Source: an optimization exercise on an open RTL-to-GDS flow (aim: small area, a short achievable clock period and few clock cycles). Production flows keep margins and buffers that such runs may drop.
The RTL was checked by simulation tests, not by an equivalence proof against the original design.

Setup of job 103:
// hsv2rgb_stream
module hsv2rgb_stream (
    input  wire        clk,
    input  wire        rst,         
    input  wire        in_valid,
    output wire        in_ready,
    input  wire [23:0] in_hsv,      
    output reg         out_valid,
    input  wire        out_ready,
    output wire [31:0] out_rgba     
);
    reg sk_valid;
    wire en = !sk_valid;
    assign in_ready = en;
    wire [7:0] a0, b0;
    wire [1:0] grp;
    gr_hue u_hue (.h(in_hsv[23:16]), .a0(a0), .b0(b0), .grp(grp));
    reg        v1;
    reg [7:0]  a0_q, b0_q, s_q, v1_q;
    reg [1:0]  grp_q;
    always @(posedge clk) begin
        if (rst)
            v1 <= 1'b0;
        else if (en)
            v1 <= in_valid;
        if (en) begin
            a0_q <= a0; b0_q <= b0; grp_q <= grp;
            s_q  <= in_hsv[15:8]; v1_q <= in_hsv[7:0];
        end
    end
    wire [7:0] r1, g1, b1;
    gr_sat u_sat (.a0(a0_q), .b0(b0_q), .grp(grp_q), .s(s_q), .r1(r1), .g1(g1), .b1(b1));
    reg        v2;
    reg [7:0]  r1_q, g1_q, b1_q, v2_q;
    always @(posedge clk) begin
        if (rst)
            v2 <= 1'b0;
        else if (en)
            v2 <= v1;
        if (en) begin
  ...
For scale: roughly 120 flip-flops, ~15,000 um^2 of cells after synthesis.
Settings: LEC_CHECK=0, CAP_MARGIN=20, CORE_MARGIN=2, CORE_UTILIZATION=40, SLEW_MARGIN=20; clock period 17.0 ns.
run.sh (not shown) runs the stock make flow with config.mk's settings and CLKGATE_MAP_FILE= SYNTH_SCRIPT=/design/flow/synth_recipe.tcl, a recipe that flattens the netlist after the stock synthesis.
Testbench counts of job 103, summed over its fixed seeds: cycles 32,024.
#### Input delta (job 104 over job 103)
==> flow/flow/run.sh (new file) <==
#!/bin/bash
# The standard layout, with repair_timing aiming for 10 ns of setup slack
# (at the design's clock period and constraints) instead of 0.
set -euo pipefail
bash standard.sh SETUP_SLACK_MARGIN=10 finish > standard_flow.log 2>&1
==> flow/standard.sh (new file) <==
#!/bin/bash
# synth_recipe.tcl (not shown) runs the flow's synth.tcl, then flattens the netlist and writes it again
# the make line also repeats each setting of config.mk as NAME=value (left out here)
make -C /OpenROAD-flow-scripts/flow DESIGN_CONFIG=/design/flow/config.mk WORK_HOME=/design/flow/orfs CLKGATE_MAP_FILE= SYNTH_SCRIPT=/design/flow/synth_recipe.tcl "${@:-finish}"
removed: flow/run.sh
[summary]
Job 104 and job 103 ended up with nearly the same routed length on met2.
Changes observed in job 104 relative to job 103: area overhead of the layout relative to synthesis now sits higher; via count of the first global-routing pass now sits at about the same level; sequential cell count now sits at about the same level.
Worst setup slack up 0.40 ns in job 104 wrt job 103
Diff job 104..job 103 | wire length | negligible
As far as mapped cell area goes, job 104 and job 103 are indistinguishable; the numbers are identical.
Changes observed in job 104 relative to job 103: worst-margin pin slew -0.0047 ns; final standard cell area without fillers ~0 delta.

hsv2rgb_stream, a different RTL version from the one above (not shown whole).
Size in the first run: roughly 1700 cells after synthesis, ~120 flip-flops, ~62 I/O pins, about 15000 sq um of cells after synthesis.
clock: 17.0 ns
lec_check: 0
cap_margin: 5
core_margin: 2
core_utilization: 58
cts_buf_list: sky130_fd_sc_hd__clkbuf_4 sky130_fd_sc_hd__clkbuf_8
place_density: 0.7
slew_margin: 5
standard.sh (not shown) runs the stock make flow with config.mk's settings and CLKGATE_MAP_FILE= SYNTH_SCRIPT=/design/flow/synth_recipe.tcl, a recipe that flattens the netlist after the stock synthesis.
==> flow/flow/run.sh <==
#!/bin/bash
# The standard layout, with: port buffers made of buf_2 cells; clock tree from
# clkbuf_4/clkbuf_8 with larger sink clusters and no dummy loads; repair_timing
# aiming for 11.6 ns of setup slack (at the design's clock period and constraints).
set -euo pipefail
bash standard.sh \
  "BUFFER_PORTS_ARGS=-buffer_cell sky130_fd_sc_hd__buf_2" \
  "CTS_ARGS=-sink_clustering_enable -repair_clock_nets -buf_list {sky130_fd_sc_hd__clkbuf_4 sky130_fd_sc_hd__clkbuf_8} -sink_clustering_size 30 -sink_clustering_max_diameter 80 -dont_use_dummy_load" \
  SETUP_SLACK_MARGIN=11.6 finish > standard_flow.log 2>&1
The starting point completed with no timing, DRC or antenna violations.
Testbench counts at the start, summed over its fixed seeds: cycles 32,024.
Edit:
==> flow/flow/run.sh (replaced) <==
#!/bin/bash
# The standard layout, with: port buffers made of buf_2 cells; clock tree from
# clkbuf_4/clkbuf_8 with larger sink clusters and no dummy loads; repair_timing
# aiming for 11.7 ns of setup slack (at the design's clock period and constraints).
set -euo pipefail
bash standard.sh \
  "BUFFER_PORTS_ARGS=-buffer_cell sky130_fd_sc_hd__buf_2" \
  "CTS_ARGS=-sink_clustering_enable -repair_clock_nets -buf_list {sky130_fd_sc_hd__clkbuf_4 sky130_fd_sc_hd__clkbuf_8} -sink_clustering_size 30 -sink_clustering_max_diameter 80 -dont_use_dummy_load" \
  SETUP_SLACK_MARGIN=11.7 finish > standard_flow.log 2>&1
- CORE_UTILIZATION: 58 -> 65
- PLACE_DENSITY: 0.7 -> 0.75
Outcome: Clock-buffer cell count stays the same. Routed wire length is higher slightly. Cell count goes up slightly. Hold slack degrades by 0.0031 ns. Design area went up slightly.
Edit:
==> flow/flow/run.sh (replaced) <==
#!/bin/bash
# The standard layout, with: port buffers made of buf_2 cells; clock tree from
# clkbuf_4/clkbuf_8 with larger sink clusters and no dummy loads; repair_timing
# aiming for 11.9 ns of setup slack (at the design's clock period and constraints).
set -euo pipefail
bash standard.sh \
  "BUFFER_PORTS_ARGS=-buffer_cell sky130_fd_sc_hd__buf_2" \
  "CTS_ARGS=-sink_clustering_enable -repair_clock_nets -buf_list {sky130_fd_sc_hd__clkbuf_4 sky130_fd_sc_hd__clkbuf_8} -sink_clustering_size 30 -sink_clustering_max_diameter 80 -dont_use_dummy_load" \
  SETUP_SLACK_MARGIN=11.9 finish > standard_flow.log 2>&1
- TNS_END_PERCENT: unset -> 10
Result:
- The changed run produced a clean layout
- global-route usage is higher by 0.72 points
- count of clock-buffer cells in the layout does not change
- worst setup slack improved by 0.10 ns
- design area rises slightly
- utilization is higher by 0.94 points
- final cell count hardly moves
- critical path depth does not change
- wire length climbs slightly
- clock skew stays flat
Edit:
==> flow/flow/run.sh (replaced) <==
#!/bin/bash
# The standard layout, with: port buffers made of buf_2 cells; clock tree from
# clkbuf_4/clkbuf_8 with larger sink clusters and no dummy loads; repair_timing
# aiming for 12.6 ns of setup slack (at the design's clock period and constraints).
set -euo pipefail
bash standard.sh \
  "BUFFER_PORTS_ARGS=-buffer_cell sky130_fd_sc_hd__buf_2" \
  "CTS_ARGS=-sink_clustering_enable -repair_clock_nets -buf_list {sky130_fd_sc_hd__clkbuf_4 sky130_fd_sc_hd__clkbuf_8} -sink_clustering_size 30 -sink_clustering_max_diameter 80 -dont_use_dummy_load" \
  SETUP_SLACK_MARGIN=12.6 finish > standard_flow.log 2>&1
- TNS_END_PERCENT: 10 -> 0
Result:
- The new run finished clean
- utilization rose by 0.94 points
- maximum frequency hardly moves
- sequential cell count stays the same
- area after synthesis stays the same

## run 1
Another version of the RTL of hsv2rgb_stream (not shown whole).
For scale: about 120 flip-flops, roughly 62 I/O pins, about 15000 um^2 of cells after synthesis.
Settings: LEC_CHECK=0, CAP_MARGIN=5, CORE_MARGIN=2, CORE_UTILIZATION=65, CTS_BUF_LIST=sky130_fd_sc_hd__clkbuf_4 sky130_fd_sc_hd__clkbuf_8, PLACE_DENSITY=0.75, SLEW_MARGIN=5, SYNTH_HIERARCHICAL=1, TNS_END_PERCENT=0; clock period 17.0 ns.
==> flow/flow/run.sh <==
#!/bin/bash
# The standard layout, with: port buffers made of buf_2 cells; clock tree from
# clkbuf_4/clkbuf_8 with larger sink clusters and no dummy loads; repair_timing
# aiming for 12.0 ns of setup slack (at the design's clock period and constraints).
set -euo pipefail
bash standard.sh \
  "BUFFER_PORTS_ARGS=-buffer_cell sky130_fd_sc_hd__buf_2" \
  "CTS_ARGS=-sink_clustering_enable -repair_clock_nets -buf_list {sky130_fd_sc_hd__clkbuf_4 sky130_fd_sc_hd__clkbuf_8} -sink_clustering_size 30 -sink_clustering_max_diameter 80 -dont_use_dummy_load" \
  SETUP_SLACK_MARGIN=12.0 finish > standard_flow.log 2>&1
Run 1 did not stop at any stage, and its layout met the timing, design-rule and antenna checks.
Testbench counts of run 1, summed over its fixed seeds: cycles 32,024.
--- input diff run 1..run 2 ---
- TNS_END_PERCENT changed from 0 to 10
- SYNTH_HIERARCHICAL removed (was 1)
-- flow/flow/run.sh --
<<< run 1, line 4
# aiming for 12.0 ns of setup slack (at the design's clock period and constraints).
>>> run 2, line 4
# aiming for 11.9 ns of setup slack (at the design's clock period and constraints).
<<< run 1, line 9
  SETUP_SLACK_MARGIN=12.0 finish > standard_flow.log 2>&1
>>> run 2, line 9
  SETUP_SLACK_MARGIN=11.9 finish > standard_flow.log 2>&1
Findings:
- Run 2 against run 1; met2 layer wire length in the routed design is up by a few percent.
- Going from run 1 to run 2, global-route usage now smaller; reg-to-reg setup timing slack now smaller; fraction of the core area covered by cells at the end of the flow now smaller; met3 wire length now smaller.
- On filler-free cell count of the finished design: between run 2 and run 1, it ends up higher for run 2.
#### Input delta (run 3 over run 2)
- SYNTH_HIERARCHICAL: unset -> 1
- TNS_END_PERCENT: 10 -> 0
-- flow/flow/run.sh --
<<< run 2, line 4
# aiming for 11.9 ns of setup slack (at the design's clock period and constraints).
>>> run 3, line 4
# aiming for 12.0 ns of setup slack (at the design's clock period and constraints).
<<< run 2, line 9
  SETUP_SLACK_MARGIN=11.9 finish > standard_flow.log 2>&1
>>> run 3, line 9
  SETUP_SLACK_MARGIN=12.0 SETUP_MOVE_SEQUENCE=unbuffer,sizeup,swap,clone finish > standard_flow.log 2>&1
==> comparison <==
Run 3 ended with more data arrival time of the worst path than run 2.
Compared with run 2, first-pass GRT wire length in run 3 decreased slightly.
Of the two values seen for worst setup path startpoint, s_q[7]$_DFFE_PN_ was produced by run 3 and s_q[6]$_DFFE_PN_ by run 2.
Going from run 2 to run 3, core utilization now sits lower, final critical delay including setup and external delays now sits higher.
Going from run 2 to run 3, final worst-path setup slack shrinks by 45 ps.
[compare] base=run 2 new=run 3: logic depth of the worst path, buffers included fell 3; maximum cell stage delay along the critical path saw an increase; global-route usage moved up.
On area share of xor/xnor cells in the synthesized design, run 2 tracks run 3 almost exactly.
The following lists how run 4 was set up differently from run 3:
- a change of TNS_END_PERCENT from 0 to 10
-- flow/flow/run.sh --
<<< run 3, line 4
# aiming for 12.0 ns of setup slack (at the design's clock period and constraints).
>>> run 4, line 4
# aiming for 11.9 ns of setup slack (at the design's clock period and constraints).
<<< run 3, line 9
  SETUP_SLACK_MARGIN=12.0 SETUP_MOVE_SEQUENCE=unbuffer,sizeup,swap,clone finish > standard_flow.log 2>&1
>>> run 4, line 9
  SETUP_SLACK_MARGIN=11.9 finish > standard_flow.log 2>&1
Findings:
- Run 4: all stages complete, timing, DRC and antenna checks passed
- The final reports for run 4 and run 3 show buffering overhead higher in the former.
- Run 4 against run 3: number of vias in the routed layout rose 357, worst setup slack now sits higher, worst slew slack as a fraction of its limit saw an increase, number of buffers other than clock buffers in the final layout +60.
- Delta (run 4 minus run 3): wire length went up, die width did not really move, buffer and inverter count on the worst path went up.
> inputs changed (run 4 -> run 5)
- swapping 10 for 0 in TNS_END_PERCENT
-- flow/flow/run.sh --
<<< run 4, line 4
# aiming for 11.9 ns of setup slack (at the design's clock period and constraints).
>>> run 5, line 4
# aiming for 12.15 ns of setup slack (at the design's clock period and constraints).
<<< run 4, line 9
  SETUP_SLACK_MARGIN=11.9 finish > standard_flow.log 2>&1
>>> run 5, line 9
  SETUP_SLACK_MARGIN=12.15 finish > standard_flow.log 2>&1
--- outcome ---
The met1 usage in run 5 sits 0.87 points above the value recorded for run 4.
Run 5: PASS, flow complete, no timing, DRC or antenna violations
The higher routing usage on met2 of run 4 and run 5 is in run 5.
Comparing run 4 and run 5, the higher final cell utilization of the core was measured on run 5.
Looking only at maximum operating frequency, and setting everything else aside, the lower value of run 4 and run 5 goes to run 4.
Cell area after layout, run 4 and run 5, higher one = run 5.
All-layer global routing usage came out higher on run 5 than on run 4.
Max wire length across run 4 and run 5: run 5
#### Input delta (run 6 over run 5)
- TNS_END_PERCENT: 0 -> unset
-- flow/flow/run.sh --
<<< run 5, line 4
# aiming for 12.15 ns of setup slack (at the design's clock period and constraints).
>>> run 6, line 4
# aiming for 11.5 ns of setup slack (at the design's clock period and constraints).
<<< run 5, line 9
  SETUP_SLACK_MARGIN=12.15 finish > standard_flow.log 2>&1
>>> run 6, line 9
  SETUP_SLACK_MARGIN=11.5 finish > standard_flow.log 2>&1
==> results.txt <==
Run 6 vs run 5: final wirelength down by a few percent. Multi-input combinational area share ends up higher on run 6. Summary of run 6 over run 5: maximum clock frequency has decreased; growth of design area from synthesis to finish has decreased; period utilization has increased.

== run A ==
Another version of the RTL of hsv2rgb_stream (not shown whole).
Size: ~120 flip-flops, about 15,000 µm² of cells after synthesis.
Settings: LEC_CHECK=0, CAP_MARGIN=20, CORE_MARGIN=2, CORE_UTILIZATION=40, SLEW_MARGIN=20; clock period 17.0 ns.
==> flow/flow/run.sh <==
#!/bin/bash
# The standard layout, with repair_timing aiming for 12 ns of setup slack
# (at the design's clock period and constraints) instead of 0.
set -euo pipefail
bash standard.sh SETUP_SLACK_MARGIN=12 finish > standard_flow.log 2>&1
Testbench counts of run A, summed over its fixed seeds: cycles 32,024.
Inputs modified between run A and run B:
Settings: SLEW_MARGIN now 5, was 20; PLACE_DENSITY now 0.75, previously not set; CTS_BUF_LIST now sky130_fd_sc_hd__clkbuf_4 sky130_fd_sc_hd__clkbuf_8, previously not set; CORE_UTILIZATION now 65, was 40; CAP_MARGIN now 5, was 20.
==> flow/flow/run.sh <==
#!/bin/bash
# The standard layout, with the port buffers made of buf_2 cells and repair_timing
# aiming for 11.8 ns of setup slack (at the design's clock period and constraints).
set -euo pipefail
bash standard.sh "BUFFER_PORTS_ARGS=-buffer_cell sky130_fd_sc_hd__buf_2" SETUP_SLACK_MARGIN=11.8 finish > standard_flow.log 2>&1
- Run B: setup slack after layout is 0.16 ns lower than what run A reported.
- Diff run A -> run B | number of rows in the core area | down by more than 10%
- Changes observed in run B relative to run A: fmax went down about 3%; via count went down 240.
- Comparing run A with run B, the setup skew after layout came out essentially unchanged.
- On via-per-instance ratio: between run A and run B, it ends up higher for run B.
- When the final numbers for run A and run B were put side by side, the wire length of the first global-routing pass turned out to be smaller in run B.
- The final reports for run B and run A show met3 track demand over resource higher in the former.
- Share of the cycle needed by the critical path after routing (lower): run A
--- input diff run B..run C ---
==> flow/flow/run.sh <==
#!/bin/bash
# The standard layout, with the port buffers made of buf_2 cells.
set -euo pipefail
bash standard.sh "BUFFER_PORTS_ARGS=-buffer_cell sky130_fd_sc_hd__buf_2" finish > standard_flow.log 2>&1
--- outcome ---
On number of I/O port buffers, run B and run C are basically level.
Run C vs. run B: total half-perimeter wirelength after legalization and detailed placement rose by 1.6%; time the final worst path needs with I/O delays and setup increased by 0.59 ns relative to the old numbers.

## exp/xenon
hsv2rgb_stream with an RTL version that a note above also has.
Size in the first run: about 1700 cells after synthesis, ~120 flip-flops, ~62 I/O pins, ~15000 um2 of cells after synthesis.
Settings: LEC_CHECK=0, CAP_MARGIN=5, CORE_MARGIN=2, CORE_UTILIZATION=65, CTS_BUF_LIST=sky130_fd_sc_hd__clkbuf_4 sky130_fd_sc_hd__clkbuf_8, PLACE_DENSITY=0.75, SLEW_MARGIN=5, TNS_END_PERCENT=0; clock period 17.0 ns.
==> flow/flow/run.sh <==
#!/bin/bash
# The standard layout, with: port buffers made of buf_2 cells; clock tree from
# clkbuf_4/clkbuf_8 with larger sink clusters and no dummy loads; repair_timing
# aiming for 12.0 ns of setup slack (at the design's clock period and constraints).
set -euo pipefail
bash standard.sh \
  "BUFFER_PORTS_ARGS=-buffer_cell sky130_fd_sc_hd__buf_2" \
  "CTS_ARGS=-sink_clustering_enable -repair_clock_nets -buf_list {sky130_fd_sc_hd__clkbuf_4 sky130_fd_sc_hd__clkbuf_8} -sink_clustering_size 30 -sink_clustering_max_diameter 80 -dont_use_dummy_load" \
  SETUP_SLACK_MARGIN=12.0 finish > standard_flow.log 2>&1
Testbench counts of exp/xenon, summed over its fixed seeds: cycles 32,024.
For exp/juniper, these inputs were changed with respect to exp/xenon:
Settings: a deleted TNS_END_PERCENT that had been 0; a change of CORE_UTILIZATION from 65 to 70; a change of PLACE_DENSITY from 0.75 to 0.8.
==> flow/flow/run.sh <==
#!/bin/bash
# The standard layout, with: port buffers made of buf_2 cells; clock tree from
# clkbuf_4/clkbuf_8 with larger sink clusters and no dummy loads; repair_timing
# aiming for 11.6 ns of setup slack (at the design's clock period and constraints).
set -euo pipefail
bash standard.sh \
  "BUFFER_PORTS_ARGS=-buffer_cell sky130_fd_sc_hd__buf_2" \
  "CTS_ARGS=-sink_clustering_enable -repair_clock_nets -buf_list {sky130_fd_sc_hd__clkbuf_4 sky130_fd_sc_hd__clkbuf_8} -sink_clustering_size 30 -sink_clustering_max_diameter 80 -dont_use_dummy_load" \
  SETUP_SLACK_MARGIN=11.6 finish > standard_flow.log 2>&1
- exp/juniper closes out successfully: all stages finished, all timing, DRC and antenna checks passed.
- Against exp/xenon as the reference, exp/juniper delivers a lower standard-cell row count.
- Diff exp/xenon -> exp/juniper: minimum clock period picked up an extra 0.18 ns; relative area change from synthesis to final layout lost 3.1 points.
- Relative to exp/xenon, the number of well taps of exp/juniper is lower by 39.
- Relative to exp/xenon, first-pass GRT wire length increased by 320 um in exp/juniper.
- Compared to exp/xenon, exp/juniper leaves less free space in the core.
[inputs] exp/cedar vs exp/juniper
Settings: setting TNS_END_PERCENT to 10 for the first time; changing CORE_UTILIZATION from 70 to 72.
==> flow/flow/run.sh <==
#!/bin/bash
# The standard layout, with: port buffers made of buf_2 cells; clock tree from
# clkbuf_4/clkbuf_8 with larger sink clusters and no dummy loads; repair_timing
# aiming for 11.9 ns of setup slack (at the design's clock period and constraints).
set -euo pipefail
bash standard.sh \
  "BUFFER_PORTS_ARGS=-buffer_cell sky130_fd_sc_hd__buf_2" \
  "CTS_ARGS=-sink_clustering_enable -repair_clock_nets -buf_list {sky130_fd_sc_hd__clkbuf_4 sky130_fd_sc_hd__clkbuf_8} -sink_clustering_size 30 -sink_clustering_max_diameter 80 -dont_use_dummy_load" \
  SETUP_SLACK_MARGIN=11.9 finish > standard_flow.log 2>&1
[summary]
exp/cedar against exp/juniper; instance count after placement with tap cells included is down slightly. Higher design area goes to exp/cedar over exp/juniper. For vias per cell, exp/cedar and exp/juniper come out practically identical. exp/cedar vs. exp/juniper: number of stages on the worst setup path fell 5, number of sinks on the clock net ~0 delta, final setup slack of the worst path higher.
Input changes introduced in exp/pepper (baseline for comparison: exp/cedar):
Settings: TNS_END_PERCENT no longer set, was 10; CORE_UTILIZATION now 65, was 72; PLACE_DENSITY now 0.75, was 0.8.
==> flow/flow/run.sh <==
#!/bin/bash
# The standard layout, with: port buffers made of buf_2 cells; clock tree from
# clkbuf_4/clkbuf_8 with larger sink clusters and no dummy loads; repair_timing
# aiming for 11.6 ns of setup slack (at the design's clock period and constraints).
set -euo pipefail
bash standard.sh \
  "BUFFER_PORTS_ARGS=-buffer_cell sky130_fd_sc_hd__buf_2" \
  "CTS_ARGS=-sink_clustering_enable -repair_clock_nets -buf_list {sky130_fd_sc_hd__clkbuf_4 sky130_fd_sc_hd__clkbuf_8} -sink_clustering_size 50 -sink_clustering_max_diameter 150 -dont_use_dummy_load" \
  SETUP_SLACK_MARGIN=11.6 finish > standard_flow.log 2>&1
==> results.txt <==
- exp/pepper: all stages complete, timing, DRC and antenna checks passed
- exp/cedar and exp/pepper ended up with roughly the same latest clock arrival within the worst-skew pair.
- Compared exp/pepper against exp/cedar; detailed-placement wirelength estimate within noise.
- exp/pepper ends up with a non-clock buffer count that is 20% lower than in exp/cedar.
- In exp/pepper, the detail-routed net length per standard cell came out 0.62 um below the value in exp/cedar.
- Comparing the two runs side by side, exp/pepper comes out ahead of exp/cedar on wire length.
- exp/pepper vs. exp/cedar: global-route usage over all layers went down by 4.1 points.
- exp/cedar was larger in final cell area than exp/pepper.
- In the flow results for exp/pepper and exp/cedar, the via count normalized by instance count is larger on exp/cedar.
- Delta(met1 usage in global routing, exp/pepper - exp/cedar) < 0
- On exp/pepper: upper clock frequency limit is 2.1% lower than what exp/cedar gave.

[afterwards: timing with drivers on the ports]
In the flow no input, the clock included, has a driving cell. The finished layouts below were timed again as built, in two steps. Step 1, drivers: a clkbuf_16 drives clk and a buf_2 each remaining input, both assumed. Step 2 moves the port delays by t, midway between the first and last clock arrival at a register: inputs arrive t later, outputs are due t later. That takes back most of the time a late clock gives input paths. Three values: ideal ports, drivers, drivers and shift; two values: the first two.
run | t, ns | slack for setup (ns) | clock arrival spread, ns | slew at the worst register clock pin (ns) | cell pins on the clock port's net
job 103 | 0.492 | 9.809 / 9.831 / 9.339 | 0.018 / 0.018 | 0.07 / 0.07 | 1
job 104 | 0.492 | 10.210 / 10.235 / 9.743 | 0.018 / 0.018 | 0.07 / 0.07 | 1
the first run of note 2 | 0.479 | 11.683 / 11.709 / 11.231 | 0.033 / 0.033 | 0.09 / 0.09 | 1
the second run of note 2 | 0.503 | 11.798 / 11.820 / 11.317 | 0.039 / 0.040 | 0.09 / 0.09 | 1
the third run of note 2 | 0.480 | 11.902 / 11.871 / 11.392 | 0.041 / 0.041 | 0.09 / 0.09 | 1
the fourth run of note 2 | 0.478 | 11.913 / 11.893 / 11.415 | 0.041 / 0.041 | 0.09 / 0.09 | 1
run 1 | 0.480 | 11.966 / 11.954 / 11.475 | 0.037 / 0.037 | 0.09 / 0.09 | 1
run 2 | 0.481 | 11.823 / 11.823 / 11.433 | 0.033 / 0.032 | 0.09 / 0.09 | 1
run 3 | 0.477 | 11.778 / 11.778 / 11.376 | 0.035 / 0.035 | 0.09 / 0.09 | 1
run 4 | 0.478 | 11.849 / 11.865 / 11.388 | 0.038 / 0.037 | 0.09 / 0.09 | 1
run 5 | 0.479 | 11.984 / 11.963 / 11.485 | 0.035 / 0.035 | 0.09 / 0.09 | 1
run 6 | 0.484 | 11.671 / 11.672 / 11.209 | 0.026 / 0.025 | 0.08 / 0.08 | 1
run A | 0.490 | 11.969 / 11.969 / 11.506 | 0.019 / 0.019 | 0.06 / 0.06 | 1
run B | 0.493 | 11.810 / 11.810 / 11.394 | 0.019 / 0.019 | 0.09 / 0.09 | 1
run C | 0.508 | 11.216 / 11.238 / 10.730 | 0.022 / 0.022 | 0.09 / 0.09 | 1
exp/xenon | 0.478 | 11.874 / 11.857 / 11.379 | 0.043 / 0.042 | 0.09 / 0.09 | 1
exp/juniper | 0.484 | 11.694 / 11.718 / 11.234 | 0.024 / 0.024 | 0.08 / 0.08 | 1
exp/cedar | 0.481 | 11.771 / 11.792 / 11.312 | 0.042 / 0.043 | 0.09 / 0.09 | 1
exp/pepper | 0.481 | 11.661 / 11.681 / 11.200 | 0.036 / 0.036 | 0.09 / 0.09 | 1
After both steps setup and hold are still met in every run listed. For the third run of note 2, which loses most, drivers alone change the setup slack by -0.031 ns; drivers and shift together by -0.510 ns.
